Background: an optimization exercise with open tools, aiming at small area, a short achievable clock period and few clock cycles per item. Do not read the settings as production practice. The RTL was checked by simulation tests, not by an equivalence proof against the original design. No activity file was given, so power comes from the tool's default toggle rates.

==> design.v <==
module modsynth (
    input  wire        clk,
    input  wire        rst,
    input  wire        cmd_valid,
    output wire        cmd_ready,
    input  wire [2:0]  cmd_data,
    output wire        smp_valid,
    input  wire        smp_ready,
    output wire [15:0] smp_data
);
    reg        busy;      
    reg        past0;     
    reg        f2;        
    reg        half;      
    reg        neg;       
    reg        dir;       
    reg  [8:0] x;         
    reg [15:0] smp_q;     
    reg        smp_neg;   
    assign cmd_ready = ~busy & ~rst;
    assign smp_valid =  busy & ~rst;
    assign smp_data  = smp_q ^ {16{smp_neg}};
    wire accept = cmd_valid & cmd_ready & (cmd_data[2:1] != 2'b11);
    wire emit   = smp_valid & smp_ready;
    wire last   = past0 & ~dir & (x == (f2 ? 9'd4 : 9'd10));
    wire [3:0]  d    = f2 ? 4'd4 : 4'd10;
    wire [9:0]  t    = {1'b0, x} + {6'd0, d};
    wire        wrap = dir ? t[9] : (t[8:0] > 9'd499);
    wire [8:0]  tw   = t[8:0] + (dir ? 9'd1 : 9'd24);
    wire [8:0]  x_n  = wrap ? tw : t[8:0];
    wire        dir_n = dir ^ wrap;
    wire        neg_n = neg ^ (wrap & dir);
    wire [8:0]  a    = x ^ {9{dir}};
    wire [5:0] ah = a[8:3];
    wire [2:0] al = a[2:0];
    wire [15:0] tb = (ah[5] ? (ah[4] ? (ah[3] ? (ah[2] ? (ah[1] ? 16'd65532 : (ah[0] ? 16'd65493 : 16'd65408)) : (ah[1] ? (ah[0] ? 16'd65286 : 16'd65125) : (ah[0] ? 16'd64922 : 16'd64678))) : (ah[2] ? (ah[1] ? (ah[0] ? 16'd64392 : 16'd64065) : (ah[0] ? 16'd63696 : 16'd63284)) : (ah[1] ? (ah[0] ? 16'd62840 : 16'd62348) : (ah[0] ? 16'd61826 : 16'd61260)))) : (ah[3] ? (ah[2] ? (ah[1] ? (ah[0] ? 16'd60654 : 16'd60010) : (ah[0] ? 16'd59331 : 16'd58610)) : (ah[1] ? (ah[0] ? 16'd57853 : 16'd57063) : (ah[0] ? 16'd56232 : 16'd55368))) : (ah[2] ? (ah[1] ? (ah[0] ? 16'd54467 : 16'd53535) : (ah[0] ? 16'd52562 : 16'd51567)) : (ah[1] ? (ah[0] ? 16'd50528 : 16'd49462) : (ah[0] ? 16'd48370 : 16'd47242))))) : (ah[4] ? (ah[3] ? (ah[2] ? (ah[1] ? (ah[0] ? 16'd46083 : 16'd44895) : (ah[0] ? 16'd43682 : 16'd42436)) : (ah[1] ? (ah[0] ? 16'd41169 : 16'd39874) : (ah[0] ? 16'd38555 : 16'd37208))) : (ah[2] ? (ah[1] ? (ah[0] ? 16'd35841 : 16'd34448) : (ah[0] ? 16'd33034 : 16'd31596)) : (ah[1] ? (ah[0] ? 16'd30146 : 16'd28672) : (ah[0] ? 16'd27180 : 16'd25672)))) : (ah[3] ? (ah[2] ? (ah[1] ? (ah[0] ? 16'd24145 : 16'd22606) : (ah[0] ? 16'd21049 : 16'd19484)) : (ah[1] ? (ah[0] ? 16'd17902 : 16'd16313) : (ah[0] ? 16'd14712 : 16'd13096))) : (ah[2] ? (ah[1] ? (ah[0] ? 16'd11477 : 16'd9855) : (ah[0] ? 16'd8222 : 16'd6581)) : (ah[1] ? (ah[0] ? 16'd4941 : 16'd3294) : (ah[0] ? 16'd1648 : 16'd0))))));
    wire [7:0] ts = (ah[5] ? (ah[4] ? (ah[3] ? (ah[2] ? (ah[1] ? 8'd1 : (ah[0] ? 8'd5 : 8'd11)) : (ah[1] ? (ah[0] ? 8'd16 : 8'd21) : (ah[0] ? 8'd26 : 8'd31))) : (ah[2] ? (ah[1] ? (ah[0] ? 8'd36 : 8'd41) : (ah[0] ? 8'd46 : 8'd52)) : (ah[1] ? (ah[0] ? 8'd56 : 8'd62) : (ah[0] ? 8'd66 : 8'd71)))) : (ah[3] ? (ah[2] ? (ah[1] ? (ah[0] ? 8'd76 : 8'd81) : (ah[0] ? 8'd85 : 8'd90)) : (ah[1] ? (ah[0] ? 8'd95 : 8'd99) : (ah[0] ? 8'd104 : 8'd108))) : (ah[2] ? (ah[1] ? (ah[0] ? 8'd113 : 8'd117) : (ah[0] ? 8'd122 : 8'd125)) : (ah[1] ? (ah[0] ? 8'd130 : 8'd134) : (ah[0] ? 8'd137 : 8'd141))))) : (ah[4] ? (ah[3] ? (ah[2] ? (ah[1] ? (ah[0] ? 8'd145 : 8'd149) : (ah[0] ? 8'd152 : 8'd156)) : (ah[1] ? (ah[0] ? 8'd159 : 8'd162) : (ah[0] ? 8'd165 : 8'd168))) : (ah[2] ? (ah[1] ? (ah[0] ? 8'd171 : 8'd174) : (ah[0] ? 8'd177 : 8'd180)) : (ah[1] ? (ah[0] ? 8'd182 : 8'd184) : (ah[0] ? 8'd187 : 8'd189)))) : (ah[3] ? (ah[2] ? (ah[1] ? (ah[0] ? 8'd191 : 8'd193) : (ah[0] ? 8'd195 : 8'd196)) : (ah[1] ? (ah[0] ? 8'd198 : 8'd199) : (ah[0] ? 8'd200 : 8'd202))) : (ah[2] ? (ah[1] ? (ah[0] ? 8'd203 : 8'd203) : (ah[0] ? 8'd204 : 8'd205)) : (ah[1] ? (ah[0] ? 8'd205 : 8'd206) : (ah[0] ? 8'd206 : 8'd206))))));
    wire [1:0] tr = (a[8] ? (a[7] ? (a[6] ? (a[5] ? (a[4] ? (a[1] ? (a[0] ? 2'd0 : 2'd0) : (a[0] ? 2'd0 : 2'd0)) : (a[3] ? (a[2] ? (a[1] ? (a[0] ? 2'd0 : 2'd2) : (a[0] ? 2'd2 : 2'd2)) : (a[1] ? (a[0] ? 2'd2 : 2'd2) : (a[0] ? 2'd1 : 2'd0))) : (a[2] ? (a[1] ? (a[0] ? 2'd0 : 2'd1) : (a[0] ? 2'd2 : 2'd3)) : (a[1] ? (a[0] ? 2'd3 : 2'd3) : (a[0] ? 2'd3 : 2'd2))))) : (a[4] ? (a[3] ? (a[2] ? (a[1] ? (a[0] ? 2'd0 : 2'd2) : (a[0] ? 2'd3 : 2'd3)) : (a[1] ? (a[0] ? 2'd3 : 2'd3) : (a[0] ? 2'd3 : 2'd2))) : (a[2] ? (a[1] ? (a[0] ? 2'd0 : 2'd2) : (a[0] ? 2'd2 : 2'd3)) : (a[1] ? (a[0] ? 2'd3 : 2'd3) : (a[0] ? 2'd2 : 2'd2)))) : (a[3] ? (a[2] ? (a[1] ? (a[0] ? 2'd0 : 2'd1) : (a[0] ? 2'd2 : 2'd2)) : (a[1] ? (a[0] ? 2'd2 : 2'd2) : (a[0] ? 2'd1 : 2'd0))) : (a[2] ? (a[1] ? (a[0] ? 2'd0 : 2'd1) : (a[0] ? 2'd2 : 2'd2)) : (a[1] ? (a[0] ? 2'd2 : 2'd1) : (a[0] ? 2'd1 : 2'd0)))))) : (a[5] ? (a[4] ? (a[3] ? (a[2] ? (a[1] ? (a[0] ? 2'd0 : 2'd1) : (a[0] ? 2'd1 : 2'd2)) : (a[1] ? (a[0] ? 2'd2 : 2'd1) : (a[0] ? 2'd1 : 2'd0))) : (a[2] ? (a[1] ? (a[0] ? 2'd0 : 2'd2) : (a[0] ? 2'd2 : 2'd2)) : (a[1] ? (a[0] ? 2'd2 : 2'd2) : (a[0] ? 2'd1 : 2'd0)))) : (a[3] ? (a[2] ? (a[1] ? (a[0] ? 2'd1 : 2'd2) : (a[0] ? 2'd2 : 2'd3)) : (a[1] ? (a[0] ? 2'd3 : 2'd2) : (a[0] ? 2'd1 : 2'd0))) : (a[2] ? (a[1] ? (a[0] ? 2'd0 : 2'd1) : (a[0] ? 2'd2 : 2'd3)) : (a[1] ? (a[0] ? 2'd3 : 2'd3) : (a[0] ? 2'd3 : 2'd2))))) : (a[4] ? (a[3] ? (a[2] ? (a[1] ? (a[0] ? 2'd1 : 2'd2) : (a[0] ? 2'd3 : 2'd3)) : (a[1] ? (a[0] ? 2'd3 : 2'd2) : (a[0] ? 2'd1 : 2'd0))) : (a[2] ? (a[1] ? (a[0] ? 2'd0 : 2'd1) : (a[0] ? 2'd2 : 2'd3)) : (a[1] ? (a[0] ? 2'd3 : 2'd3) : (a[0] ? 2'd3 : 2'd2)))) : (a[3] ? (a[2] ? (a[1] ? (a[0] ? 2'd1 : 2'd1) : (a[0] ? 2'd2 : 2'd2)) : (a[1] ? (a[0] ? 2'd2 : 2'd2) : (a[0] ? 2'd1 : 2'd0))) : (a[2] ? (a[1] ? (a[0] ? 2'd1 : 2'd1) : (a[0] ? 2'd2 : 2'd2)) : (a[1] ? (a[0] ? 2'd2 : 2'd1) : (a[0] ? 2'd1 : 2'd0))))))) : (a[6] ? (a[5] ? (a[4] ? (a[3] ? (a[2] ? (a[1] ? (a[0] ? 2'd0 : 2'd1) : (a[0] ? 2'd1 : 2'd2)) : (a[1] ? (a[0] ? 2'd2 : 2'd2) : (a[0] ? 2'd1 : 2'd0))) : (a[2] ? (a[1] ? (a[0] ? 2'd0 : 2'd0) : (a[0] ? 2'd2 : 2'd2)) : (a[1] ? (a[0] ? 2'd2 : 2'd2) : (a[0] ? 2'd2 : 2'd0)))) : (a[3] ? (a[2] ? (a[1] ? (a[0] ? 2'd1 : 2'd2) : (a[0] ? 2'd2 : 2'd2)) : (a[1] ? (a[0] ? 2'd2 : 2'd2) : (a[0] ? 2'd0 : 2'd0))) : (a[2] ? (a[1] ? (a[0] ? 2'd1 : 2'd2) : (a[0] ? 2'd2 : 2'd2)) : (a[1] ? (a[0] ? 2'd2 : 2'd2) : (a[0] ? 2'd1 : 2'd0))))) : (a[4] ? (a[3] ? (a[2] ? (a[1] ? (a[0] ? 2'd0 : 2'd1) : (a[0] ? 2'd2 : 2'd2)) : (a[1] ? (a[0] ? 2'd2 : 2'd2) : (a[0] ? 2'd1 : 2'd1))) : (a[2] ? (a[1] ? (a[0] ? 2'd1 : 2'd2) : (a[0] ? 2'd2 : 2'd2)) : (a[1] ? (a[0] ? 2'd1 : 2'd2) : (a[0] ? 2'd0 : 2'd0)))) : (a[3] ? (a[2] ? (a[1] ? (a[0] ? 2'd0 : 2'd1) : (a[0] ? 2'd1 : 2'd2)) : (a[1] ? (a[0] ? 2'd2 : 2'd2) : (a[0] ? 2'd1 : 2'd0))) : (a[2] ? (a[1] ? (a[0] ? 2'd1 : 2'd2) : (a[0] ? 2'd2 : 2'd2)) : (a[1] ? (a[0] ? 2'd2 : 2'd2) : (a[0] ? 2'd1 : 2'd0)))))) : (a[5] ? (a[4] ? (a[3] ? (a[2] ? (a[1] ? (a[0] ? 2'd0 : 2'd1) : (a[0] ? 2'd1 : 2'd2)) : (a[1] ? (a[0] ? 2'd2 : 2'd2) : (a[0] ? 2'd2 : 2'd1))) : (a[2] ? (a[1] ? (a[0] ? 2'd0 : 2'd1) : (a[0] ? 2'd1 : 2'd2)) : (a[1] ? (a[0] ? 2'd2 : 2'd2) : (a[0] ? 2'd1 : 2'd0)))) : (a[3] ? (a[2] ? (a[1] ? (a[0] ? 2'd0 : 2'd1) : (a[0] ? 2'd2 : 2'd3)) : (a[1] ? (a[0] ? 2'd3 : 2'd3) : (a[0] ? 2'd3 : 2'd2))) : (a[2] ? (a[1] ? (a[0] ? 2'd1 : 2'd2) : (a[0] ? 2'd2 : 2'd2)) : (a[1] ? (a[0] ? 2'd2 : 2'd2) : (a[0] ? 2'd0 : 2'd0))))) : (a[4] ? (a[3] ? (a[2] ? (a[1] ? (a[0] ? 2'd0 : 2'd1) : (a[0] ? 2'd2 : 2'd3)) : (a[1] ? (a[0] ? 2'd3 : 2'd3) : (a[0] ? 2'd3 : 2'd2))) : (a[2] ? (a[1] ? (a[0] ? 2'd0 : 2'd1) : (a[0] ? 2'd2 : 2'd3)) : (a[1] ? (a[0] ? 2'd3 : 2'd3) : (a[0] ? 2'd3 : 2'd2)))) : (a[3] ? (a[2] ? (a[1] ? (a[0] ? 2'd1 : 2'd2) : (a[0] ? 2'd2 : 2'd2)) : (a[1] ? (a[0] ? 2'd2 : 2'd1) : (a[0] ? 2'd1 : 2'd0))) : (a[2] ? (a[1] ? (a[0] ? 2'd1 : 2'd1) : (a[0] ? 2'd2 : 2'd2)) : (a[1] ? (a[0] ? 2'd2 : 2'd1) : (a[0] ? 2'd1 : 2'd0)))))))) : (a[7] ? (a[6] ? (a[5] ? (a[4] ? (a[3] ? (a[2] ? (a[1] ? (a[0] ? 2'd0 : 2'd2) : (a[0] ? 2'd2 : 2'd2)) : (a[1] ? (a[0] ? 2'd2 : 2'd2) : (a[0] ? 2'd1 : 2'd1))) : (a[2] ? (a[1] ? (a[0] ? 2'd0 : 2'd1) : (a[0] ? 2'd1 : 2'd2)) : (a[1] ? (a[0] ? 2'd2 : 2'd2) : (a[0] ? 2'd2 : 2'd2)))) : (a[3] ? (a[2] ? (a[1] ? (a[0] ? 2'd1 : 2'd1) : (a[0] ? 2'd2 : 2'd2)) : (a[1] ? (a[0] ? 2'd2 : 2'd1) : (a[0] ? 2'd1 : 2'd0))) : (a[2] ? (a[1] ? (a[0] ? 2'd0 : 2'd1) : (a[0] ? 2'd2 : 2'd2)) : (a[1] ? (a[0] ? 2'd2 : 2'd2) : (a[0] ? 2'd2 : 2'd2))))) : (a[4] ? (a[3] ? (a[2] ? (a[1] ? (a[0] ? 2'd0 : 2'd1) : (a[0] ? 2'd1 : 2'd2)) : (a[1] ? (a[0] ? 2'd2 : 2'd2) : (a[0] ? 2'd1 : 2'd1))) : (a[2] ? (a[1] ? (a[0] ? 2'd1 : 2'd1) : (a[0] ? 2'd2 : 2'd2)) : (a[1] ? (a[0] ? 2'd2 : 2'd1) : (a[0] ? 2'd1 : 2'd0)))) : (a[3] ? (a[2] ? (a[1] ? (a[0] ? 2'd0 : 2'd1) : (a[0] ? 2'd1 : 2'd1)) : (a[1] ? (a[0] ? 2'd1 : 2'd1) : (a[0] ? 2'd0 : 2'd0))) : (a[2] ? (a[1] ? (a[0] ? 2'd1 : 2'd2) : (a[0] ? 2'd2 : 2'd2)) : (a[1] ? (a[0] ? 2'd2 : 2'd1) : (a[0] ? 2'd1 : 2'd0)))))) : (a[5] ? (a[4] ? (a[3] ? (a[2] ? (a[1] ? (a[0] ? 2'd0 : 2'd1) : (a[0] ? 2'd1 : 2'd1)) : (a[1] ? (a[0] ? 2'd1 : 2'd1) : (a[0] ? 2'd0 : 2'd0))) : (a[2] ? (a[1] ? (a[0] ? 2'd0 : 2'd1) : (a[0] ? 2'd1 : 2'd1)) : (a[1] ? (a[0] ? 2'd1 : 2'd1) : (a[0] ? 2'd0 : 2'd0)))) : (a[3] ? (a[2] ? (a[1] ? (a[0] ? 2'd0 : 2'd0) : (a[0] ? 2'd1 : 2'd1)) : (a[1] ? (a[0] ? 2'd1 : 2'd1) : (a[0] ? 2'd1 : 2'd0))) : (a[2] ? (a[1] ? (a[0] ? 2'd0 : 2'd1) : (a[0] ? 2'd1 : 2'd2)) : (a[1] ? (a[0] ? 2'd2 : 2'd2) : (a[0] ? 2'd2 : 2'd2))))) : (a[4] ? (a[3] ? (a[2] ? (a[1] ? (a[0] ? 2'd0 : 2'd0) : (a[0] ? 2'd1 : 2'd1)) : (a[1] ? (a[0] ? 2'd1 : 2'd1) : (a[0] ? 2'd0 : 2'd0))) : (a[2] ? (a[1] ? (a[0] ? 2'd1 : 2'd2) : (a[0] ? 2'd2 : 2'd2)) : (a[1] ? (a[0] ? 2'd2 : 2'd1) : (a[0] ? 2'd1 : 2'd0)))) : (a[3] ? (a[2] ? (a[1] ? (a[0] ? 2'd0 : 2'd0) : (a[0] ? 2'd1 : 2'd0)) : (a[1] ? (a[0] ? 2'd1 : 2'd1) : (a[0] ? 2'd1 : 2'd1))) : (a[2] ? (a[1] ? (a[0] ? 2'd0 : 2'd0) : (a[0] ? 2'd1 : 2'd0)) : (a[1] ? (a[0] ? 2'd1 : 2'd1) : (a[0] ? 2'd1 : 2'd0))))))) : (a[6] ? (a[5] ? (a[4] ? (a[3] ? (a[2] ? (a[1] ? (a[0] ? 2'd0 : 2'd1) : (a[0] ? 2'd1 : 2'd2)) : (a[1] ? (a[0] ? 2'd2 : 2'd2) : (a[0] ? 2'd1 : 2'd2))) : (a[2] ? (a[1] ? (a[0] ? 2'd0 : 2'd0) : (a[0] ? 2'd1 : 2'd1)) : (a[1] ? (a[0] ? 2'd1 : 2'd1) : (a[0] ? 2'd1 : 2'd1)))) : (a[3] ? (a[2] ? (a[1] ? (a[0] ? 2'd0 : 2'd1) : (a[0] ? 2'd1 : 2'd2)) : (a[1] ? (a[0] ? 2'd2 : 2'd2) : (a[0] ? 2'd2 : 2'd2))) : (a[2] ? (a[1] ? (a[0] ? 2'd1 : 2'd1) : (a[0] ? 2'd1 : 2'd1)) : (a[1] ? (a[0] ? 2'd1 : 2'd1) : (a[0] ? 2'd1 : 2'd0))))) : (a[4] ? (a[3] ? (a[2] ? (a[1] ? (a[0] ? 2'd0 : 2'd0) : (a[0] ? 2'd1 : 2'd1)) : (a[1] ? (a[0] ? 2'd1 : 2'd1) : (a[0] ? 2'd1 : 2'd1))) : (a[2] ? (a[1] ? (a[0] ? 2'd0 : 2'd1) : (a[0] ? 2'd1 : 2'd1)) : (a[1] ? (a[0] ? 2'd1 : 2'd1) : (a[0] ? 2'd0 : 2'd1)))) : (a[3] ? (a[2] ? (a[1] ? (a[0] ? 2'd1 : 2'd1) : (a[0] ? 2'd1 : 2'd1)) : (a[1] ? (a[0] ? 2'd1 : 2'd0) : (a[0] ? 2'd0 : 2'd0))) : (a[2] ? (a[1] ? (a[0] ? 2'd0 : 2'd1) : (a[0] ? 2'd1 : 2'd1)) : (a[1] ? (a[0] ? 2'd2 : 2'd2) : (a[0] ? 2'd2 : 2'd2)))))) : (a[5] ? (a[4] ? (a[3] ? (a[2] ? (a[1] ? (a[0] ? 2'd0 : 2'd1) : (a[0] ? 2'd1 : 2'd2)) : (a[1] ? (a[0] ? 2'd1 : 2'd2) : (a[0] ? 2'd2 : 2'd2))) : (a[2] ? (a[1] ? (a[0] ? 2'd1 : 2'd1) : (a[0] ? 2'd1 : 2'd1)) : (a[1] ? (a[0] ? 2'd0 : 2'd1) : (a[0] ? 2'd0 : 2'd0)))) : (a[3] ? (a[2] ? (a[1] ? (a[0] ? 2'd0 : 2'd0) : (a[0] ? 2'd0 : 2'd0)) : (a[1] ? (a[0] ? 2'd0 : 2'd0) : (a[0] ? 2'd0 : 2'd0))) : (a[2] ? (a[1] ? (a[0] ? 2'd0 : 2'd1) : (a[0] ? 2'd1 : 2'd1)) : (a[1] ? (a[0] ? 2'd1 : 2'd1) : (a[0] ? 2'd1 : 2'd1))))) : (a[4] ? (a[3] ? (a[2] ? (a[1] ? (a[0] ? 2'd1 : 2'd1) : (a[0] ? 2'd1 : 2'd1)) : (a[1] ? (a[0] ? 2'd0 : 2'd1) : (a[0] ? 2'd0 : 2'd0))) : (a[2] ? (a[1] ? (a[0] ? 2'd0 : 2'd0) : (a[0] ? 2'd0 : 2'd0)) : (a[1] ? (a[0] ? 2'd0 : 2'd0) : (a[0] ? 2'd0 : 2'd1)))) : (a[3] ? (a[2] ? (a[1] ? (a[0] ? 2'd0 : 2'd0) : (a[0] ? 2'd0 : 2'd0)) : (a[1] ? (a[0] ? 2'd0 : 2'd0) : (a[0] ? 2'd0 : 2'd0))) : (a[2] ? (a[1] ? (a[0] ? 2'd0 : 2'd0) : (a[0] ? 2'd0 : 2'd0)) : (a[1] ? (a[0] ? 2'd0 : 2'd0) : (a[0] ? 2'd0 : 2'd0)))))))));
    wire [4:0] c   = half ? (neg ? 5'h1e : 5'h02) : (neg ? 5'h1f : 5'h01);
    wire [4:0] e   = {3'd0, tr} + c;
    wire [18:0] ext = {{14{e[4]}}, e} << 1;
    wire [10:0] sl  = ts * al;
    wire [18:0] sum = {3'd0, tb} + {8'd0, sl} + ext;
    wire [15:0] val = half ? sum[18:3] : sum[17:2];
    always @(posedge clk) begin
        if (rst)
            busy <= 1'b0;
        else if (accept)
            busy <= 1'b1;
        else if (emit && last)
            busy <= 1'b0;
    end
    always @(posedge clk) begin
        if (accept) begin
            f2      <= (cmd_data == 3'b010);
            half    <= (cmd_data == 3'b000);
            neg     <= (cmd_data == 3'b100);
            dir     <= 1'b0;
            x       <= (cmd_data == 3'b010) ? 9'd4 : 9'd10;
            past0   <= 1'b0;
            smp_q   <= 16'd0;
            smp_neg <= 1'b0;
        end else if (emit) begin
            x       <= x_n;
            dir     <= dir_n;
            neg     <= neg_n;
            past0   <= 1'b1;
            smp_q   <= val;
            smp_neg <= neg;
        end
    end
endmodule
==> run.sh <==
#!/bin/bash
# synth_recipe.tcl (not shown) runs the flow's synth.tcl, then flattens the netlist and writes it again
# the make line also repeats each setting of config.mk as NAME=value (left out here)
make -C /OpenROAD-flow-scripts/flow DESIGN_CONFIG=/design/flow/config.mk WORK_HOME=/design/flow/orfs CLKGATE_MAP_FILE= SYNTH_SCRIPT=/design/flow/synth_recipe.tcl finish
==> config.mk <==
export PLATFORM = sky130hd
export DESIGN_NAME = modsynth
export DESIGN_NICKNAME = modsynth
export VERILOG_FILES = /design/flow/design.v
export SDC_FILE = /design/flow/constraint.sdc
export NUM_CORES = 4
export LEC_CHECK = 0
export ABC_AREA = 1
export CAP_MARGIN = 20
export CORE_MARGIN = 2
export CORE_UTILIZATION = 55
export SLEW_MARGIN = 20
export SYNTH_MEMORY_MAX_BITS = 65536
==> constraint.sdc <==
create_clock -name core_clock -period 14.0 [get_ports {clk}]
set_input_delay 2.8000 -clock core_clock [delete_from_list [all_inputs] [get_ports {clk}]]
set_output_delay 2.8000 -clock core_clock [all_outputs]
set_load 0.01 [all_outputs]
==> results of run 1 <==
==> flip-flops by register name, summed over array words and instances (netlist names) <==
register	count
smp_q	16
smp_neg	1
f2	1
neg	1
dir	1
busy	1
past0	1
x	9
half	1
==> cell usage after synthesis, types with 6 or more instances <==
| library cell | number |
|---|---|
| fa_1 | 18 |
| nor2_1 | 96 |
| inv_2 | 11 |
| buf_4 | 9 |
| inv_1 | 131 |
| a21oi_1 | 51 |
| nand3_1 | 130 |
| a31oi_1 | 9 |
| ha_1 | 60 |
| edfxtp_1 | 12 |
| a211oi_1 | 7 |
| dfxtp_1 | 20 |
| xor2_1 | 36 |
| o21ai_1 | 8 |
| nor3_1 | 12 |
| xnor2_1 | 8 |
| nand2_1 | 379 |
| nand2_2 | 21 |
| o21ai_0 | 63 |
| o211ai_1 | 11 |
| clkbuf_1 | 12 |
| buf_2 | 13 |
| nor2_2 | 6 |
| nand4_1 | 10 |
==> cells by family after synthesis <==
kind of cell | Yosys count | share of synthesized area
simple gates | 678 | 0.4194
buf+inv | 183 | 0.1106
compound gates | 179 | 0.1479
fa+ha+maj | 78 | 0.1586
xor+xnor | 44 | 0.05501
flops | 32 | 0.1086
==> path summary, 6_finish.rpt <==
path / to / depth (start not counted)
setup reg to reg: smp_q[5] / 31
hold / removal: smp_q[13] / 2
hold reg to reg: smp_q[13] / 2
setup / recovery: smp_q[5] / 31
==> routing by layer <==
layer  track usage  wire length (um)  vias to the layer above
met1        0.4245              9085                     3500
met3       0.03656              1935                       74
met4        0.1655               901                        0
li1              -                 -                     3903
met2        0.5395              9928                      429
met5             0                 0                        -
==> tightest hold or removal path: stages, from the launching register on <==
cell and delay [ps]:
dfxtp_1 310, nand2_1 60, nand2_1 40
==> power groups by stage <==
stage | registers [mW] | clock network, mW | logic (mW)
after floorplan | 0.139 | 0 | 1.04
after global placement | 0.145 | 0 | 1.32
after detailed placement | 0.146 | 0 | 1.32
after CTS | 0.145 | 0.109 | 1.33
after global routing | 0.148 | 0.113 | 1.55
final | 0.144 | 0.109 | 1.34
==> area by class of cell <==
type,count,area (um^2)
Timing Repair Buffer,28,270.3
Tap cell,172,215.2
Fill cell,1292,5109
Clock inverter,2,10.01
Sequential cell,32,760.7
Clock buffer,6,138.9
Inverter,144,540.5
Multi-Input combinational cell,979,5473
==> flow_summary_export.csv, run 1 <==
group,metric,value,unit
timing,tightest_slew,895.6,ps
timing,fmax,0.1434,GHz
placed_design,place_inst,1355,
critical_path,reg2reg_from,"dir",
clocking,cts.sinks,32,
clocking,cts_buffer_depth,2,
critical_path,arrival,7140,ps
layout,n_antenna_cell,0,
critical_path,cp_max_fo,28,
logic_synthesis,synth_edf_count,12,
layout,final_common_cell,"nand2_1",
placed_design,gp_congestion,1.038,
global_routing,track_usage,0.3271,
critical_path,slowest_delay,780,ps
critical_path,worstPathRequired,14160,ps
floorplan,die_h,116.9,um
logic_synthesis,synth-async-reset-ratio,0,
logic_synthesis,ys_types,48,
floorplan,dieWidth,116.9,um
timing,clock_skew,9.068,ps
critical_path,cp_slowest_cell,"nor2_1",
clocking,clockRootBuffer,"clkbuf_16",
layout,stdcell_area,0.007408,mm^2
placed_design,dpl_cell_area,0.007257,mm^2
timing,setup_violations,0,
power,combPwrFrac,0.841,
power,p_sw,900.1,uW
run_status,status,"timing/DRC/antenna clean",
critical_path,worst_setup_path_start_kind,"register",
logic_synthesis,synth-main-ff-cell,"dfxtp_1",
detailed_routing,ant_nets,0,
critical_path,r2r_slack,7030,ps
power,power.leakage,3.928,nW
power,power,1.595,mW
clocking,cts_resized,0,
power,internal-power,694.7,uW
logic_synthesis,syn_area,0.007005,mm^2
layout,area_growth,5.751,%
timing,timing.final.crit_share,0.4981,
power,max-vdd-ir-drop,0.1298,mV
floorplan,row_count,41,
detailed_routing,routed_wl,21850,um
detailed_routing,routed_wire_length_per_instance,16.03,um
clocking,insertion_delay,290,ps
floorplan,die_area,0.01366,mm^2
clocking,hold_buffers,0,
power,p_sw_frac,0.5644,
power,pwr-share-clk,0.068,
layout,mostFrequentLayoutCells,"379 x nand2_1, 131 x inv_1, 130 x nand3_1",
detailed_routing,viasPerCell,5.800,
timing,rsz0062_at_grt,"no",
critical_path,crit_top_cell,"inv_1",
clocking,h-tree-depth,2,
global_routing,grt_pass1_vias,7242,
global_routing,grt_max_degree,53,
floorplan,floorplan.initialDensity,0.5597,
logic_synthesis,postSynthCellCount,1194,
worst_hold_path,holdCritStartpoint,"smp_q[13]",
critical_path,worst_path_dominant_cell_family,"simple AND/OR/NAND/NOR gates",
timing,hold_viol,0,
layout,fin_nets,1275,
timing,period_needed,6974,ps
critical_path,startpoint,"dir",
timing,maxSlewHeadroom,0.4007,
critical_path,path_class,"register to register",
logic_synthesis,synth_largest_area_cell,"nand2_1",
layout,drive_gt1_frac,0.05626,
timing,report.final.slew_viol_count,0,
timing,hold_slack,459.5,ps
logic_synthesis,yosys.area.top_type_share,0.2031,
critical_path,crit_path_end_kind,"register",
logic_synthesis,syn_nets,1279,
detailed_routing,vias,7906,
logic_synthesis,synth_warnings,1,
detailed_routing,drc_errors,0,
global_routing,grt-ovfl-total,0,
layout,fin_cells,1363,
floorplan,core_area,0.01252,mm^2
floorplan,io_pins,25,
placed_design,dp_hpwl,16650,um
power,pwr-share-seq,0.091,
placed_design,dp_slack,7173,ps
clocking,numCtsBuffers,5,
power,power_density,215.3,mW/mm^2
detailed_routing,first_iter_violations,806,
clocking,post_cts_buffers,0,
job,drv_cap,0,
clocking,tritoncts,"done",
global_routing,grt_pass1_wl,35540,um
layout,final_core_util,0.5919,
placed_design,portBuffers,24,
logic_synthesis,yosysSeqAreaShare,0.1086,
logic_synthesis,yosys-top-cells-area,"nand2_1 20%, ha_1 11%, nand3_1 9.3%",
logic_synthesis,synth-seq-cells,32,
worst_hold_path,hold_path.class,"register to register",
clocking,clk_transition_reported_paths,50,ps
detailed_routing,drt_pass1_iterations,6,
logic_synthesis,synth.avg_cell_area,5.867,um^2
critical_path,worst-path-buf-inv,6,
timing,setup_tns,0,ps
timing,worst_slack,7026,ps
global_routing,antenna_found_initial,0,
Testbench counts, summed over its fixed seeds: cycles 128,128, items 128,000.
==> run 2: changes to the inputs <==
==> flow/run.sh (new file) <==
#!/bin/bash
# The standard layout (the standard.sh: ORFS synthesis to finish, unchanged
# scripts and constraints) with three knobs changed for a shorter achieved
# period: the ports get buf_2 buffers (not delay buffers), sizing may swap
# cells of different footprints, and the timing repair aims at a setup slack
# of 7.8 ns.
set -euo pipefail
bash standard.sh SETUP_SLACK_MARGIN=7.8 MATCH_CELL_FOOTPRINT=0 \
    "BUFFER_PORTS_ARGS=-buffer_cell sky130_fd_sc_hd__buf_2" finish > standard.log 2>&1
==> standard.sh (new file) <==
#!/bin/bash
# synth_recipe.tcl (not shown) runs the flow's synth.tcl, then flattens the netlist and writes it again
# the make line also repeats each setting of config.mk as NAME=value (left out here)
make -C /OpenROAD-flow-scripts/flow DESIGN_CONFIG=/design/flow/config.mk WORK_HOME=/design/flow/orfs CLKGATE_MAP_FILE= SYNTH_SCRIPT=/design/flow/synth_recipe.tcl "${@:-finish}"
removed: run.sh
==> flow_summary_export.csv, run 2 <==
group,metric,value,unit
run_status,status,"timing/DRC/antenna clean",
clocking,insertion_delay,290,ps
floorplan,core_area,0.01252,mm^2
logic_synthesis,synth.most_common_cell,"nand2_1",
worst_hold_path,hold_path.class,"register to register",
clocking,cts_buffer_depth,2,
clocking,cts.sinks,32,
global_routing,antenna_found_initial,0,
global_routing,grt_max_degree,52,
detailed_routing,vias,8302,
layout,area_growth,13.65,%
critical_path,cp_max_fo,2,
layout,drive_gt1_frac,0.1462,
layout,largest_reg_flops,16,
placed_design,portBuffers,24,
power,power.leakage,4.203,nW
logic_synthesis,postSynthCellCount,1194,
timing,hold_viol,0,
critical_path,worst_path_dominant_cell_family,"buffers and inverters",
layout,reg_top3,"smp_q (16), x (9)",
logic_synthesis,synth_common_cells,"379 x nand2_1, 131 x inv_1, 130 x nand3_1, 96 x nor2_1, 63 x o21ai_0",
placed_design,dp_hpwl,17010,um
clocking,h-tree-depth,2,
floorplan,die_area,0.01366,mm^2
logic_synthesis,yosysSeqAreaShare,0.1086,
layout,mostFrequentLayoutCells,"367 x nand2_1, 129 x nand3_1, 124 x inv_1",
global_routing,grt_pass1_vias,7444,
critical_path,r2r_end,"smp_q[13]",
timing,rsz0062_at_grt,"yes",
clocking,hold_buffers,0,
global_routing,track_usage,0.3384,
timing,hold_slack,461.2,ps
critical_path,arrival,3180,ps
critical_path,endpoint,"smp_valid",
critical_path,worst_setup_path_start_kind,"input pin",
logic_synthesis,synth-seq-cells,32,
logic_synthesis,syn_area,0.007005,mm^2
layout,final_core_util,0.6360,
layout,final_common_cell,"nand2_1",
power,internal-power,744.4,uW
layout,fin_nets,1315,
layout,largest-register,"smp_q",
clocking,numCtsBuffers,5,
logic_synthesis,synth_edf_count,12,
logic_synthesis,yosys-top-cells-area,"nand2_1 20%, ha_1 11%, nand3_1 9.3%",
critical_path,crit_path_cell_trace,"buf_2, inv_1, nand2_1, inv_1, buf_2",
placed_design,gp_congestion,1.130,
floorplan,io_pins,25,
timing,setup_tns,0,ps
logic_synthesis,synth.avg_cell_area,5.867,um^2
power,p_sw,980.8,uW
floorplan,dieWidth,116.9,um
detailed_routing,drt_pass1_iterations,7,
timing,period_needed,5981,ps
critical_path,worstRegToRegCells,31,
power,power_density,216.7,mW/mm^2
logic_synthesis,yosys.area.top_type_share,0.2031,
detailed_routing,routed_wl,23910,um
critical_path,path_depth,5,
timing,maxSlewHeadroom,0.3310,
power,p_sw_frac,0.5685,
timing,report.final.slew_viol_count,0,
timing,timing.final.crit_share,0.4272,
power,max-vdd-ir-drop,0.1190,mV
logic_synthesis,synth-main-ff-cell,"dfxtp_1",
detailed_routing,routed_wire_length_per_instance,17.04,um
critical_path,reg2reg_from,"x[3]",
logic_synthesis,ys_types,48,
floorplan,floorplan.initialDensity,0.5597,
critical_path,cp_slowest_cell,"buf_2",
detailed_routing,viasPerCell,5.917,
power,combPwrFrac,0.854,
timing,fmax,0.1672,GHz
logic_synthesis,synth_warnings,1,
logic_synthesis,syn_nets,1279,
critical_path,r2r_slack,8020,ps
power,pwr-share-clk,0.063,
critical_path,worst-path-buf-inv,4,
clocking,clockRootBuffer,"clkbuf_16",
global_routing,grt_pass1_wl,36900,um
critical_path,slowest_delay,120,ps
floorplan,row_count,41,
clocking,clk_transition_reported_paths,50,ps
layout,n_antenna_cell,0,
job,drv_cap,0,
critical_path,startpoint,"rst",
timing,tightest_slew,999.7,ps
floorplan,die_h,116.9,um
global_routing,grt-ovfl-total,0,
detailed_routing,drc_errors,0,
power,pwr-share-seq,0.083,
detailed_routing,first_iter_violations,887,
critical_path,crit_path_end_kind,"primary output",
critical_path,worstPathRequired,11200,ps
timing,clock_skew,11.27,ps
clocking,tritoncts,"done",
timing,setup_violations,0,
detailed_routing,ant_nets,0,
critical_path,path_class,"input pin to primary output",
logic_synthesis,synth-async-reset-ratio,0,
logic_synthesis,synth_largest_area_cell,"nand2_1",
-- run 2: changes by cell type in the layout (fill, tap and decap cells not counted), sizes merged --
cell	previous run	this run
clkinvlp	0	1
buf	4	63
clkdlybuf4s50	24	0
clkbuf	6	7
nand2	403	407
inv	142	141
-- run 2: metal layers --
metal	vias to the layer above	track usage	wire (um)	part of all wire
met5	-	0	0	0
met4	0	0.1914	1330	0.056
met3	144	0.05201	2479	0.10
met2	552	0.5434	10500	0.44
met1	3626	0.4343	9598	0.40
li1	3980	-	-	-
-- run 2: how the worst min path moves through the flow --
| stage | cells past startpoint | from | end |
|---|---|---|---|
| after floorplan | 2 | smp_q[0] | smp_q[0] |
| after global placement | 2 | smp_q[8] | smp_q[8] |
| after detailed placement | 2 | smp_q[8] | smp_q[8] |
| after CTS | 2 | smp_q[2] | smp_q[2] |
| after global routing | 2 | smp_q[11] | smp_q[11] |
| final | 2 | smp_q[2] | smp_q[2] |
-- run 2: cell families after synthesis --
| group | synth area share |
|---|---|
| and+or+nand+nor | 0.4194 |
| xor gates and xnor gates | 0.05501 |
| DFF | 0.1086 |
| AOI/OAI and AO/OA | 0.1479 |
| buffers and inverters | 0.1106 |
| adders and majority gates | 0.1586 |
-- run 2: repair_timing --
action | CTS | global route
resized for setup | 15 | 75
pin swaps | 2 | 18
setup endpoints to repair | 12 | 12
setup buffers | 2 | 33
gates cloned | 1 | 4
-- run 2: final cells by class --
cell class	count	area [um^2]
multi-input cells	983	5803
fillers	1252	4556
flip-flops and latches	32	764.5
inverters	144	554.3
repair buffers	64	475.5
well taps	172	215.2
clock buffers	6	138.9
clock inverters	2	10.01
-- run 2: per-stage QoR --
| step | power (mW) | area [um^2] | std cells | setup slack [ps] |
|---|---|---|---|---|
| finish | 1.725 | 7961 | 1403 | 8019 |
| detailed placement | 1.446 | 7137 | 1355 | 7328 |
| CTS | 1.572 | 7367 | 1366 | 7814 |
| global placement | 1.444 | 7137 | 1355 | 7390 |
| global route | 1.928 | 7961 | 1403 | 7718 |
| floorplan | 1.183 | 7005 | 1194 | 8214 |
-- run 2: power by group through the flow --
stage | clock network (mW) | registers (mW) | logic, mW
after floorplan | 0 | 0.139 | 1.04
after global placement | 0 | 0.145 | 1.30
after detailed placement | 0 | 0.146 | 1.30
after CTS | 0.110 | 0.144 | 1.32
after global routing | 0.113 | 0.146 | 1.67
final | 0.109 | 0.143 | 1.47
-- run 2: tightest hold or removal path, delay by kind of cell, from the launching register on --
family | cells | cell delay [ps]
simple gates | 2 | 100
flops | 1 | 310

[afterwards: timing with drivers on the ports]
Ports are ideal in the flow. The routed layouts listed here were re-timed in OpenROAD. Step 1, drivers: a clkbuf_16 drives clk and a buf_2 each remaining input, both assumed. Step 2 moves the port delays by t, midway between the first and last clock arrival at a register: inputs arrive t later, outputs are due t later. That takes back most of the time a late clock gives input paths. Slacks: ideal ports / drivers / drivers and shift; pairs: ideal ports / drivers.
run	t, ns	setup slack, ns	hold slack, ns	clock arrival spread, ns	cell pins on the clock port's net
run 1	0.321	7.026 / 7.026 / 7.026	0.460 / 0.460 / 0.460	0.009 / 0.009	1
run 2	0.316	8.019 / 8.000 / 8.000	0.461 / 0.461 / 0.461	0.011 / 0.011	1
After both steps every run listed still meets setup and hold. The setup slack of run 2, which loses most, moves by -0.019 ns with the drivers and by -0.019 ns with both steps.
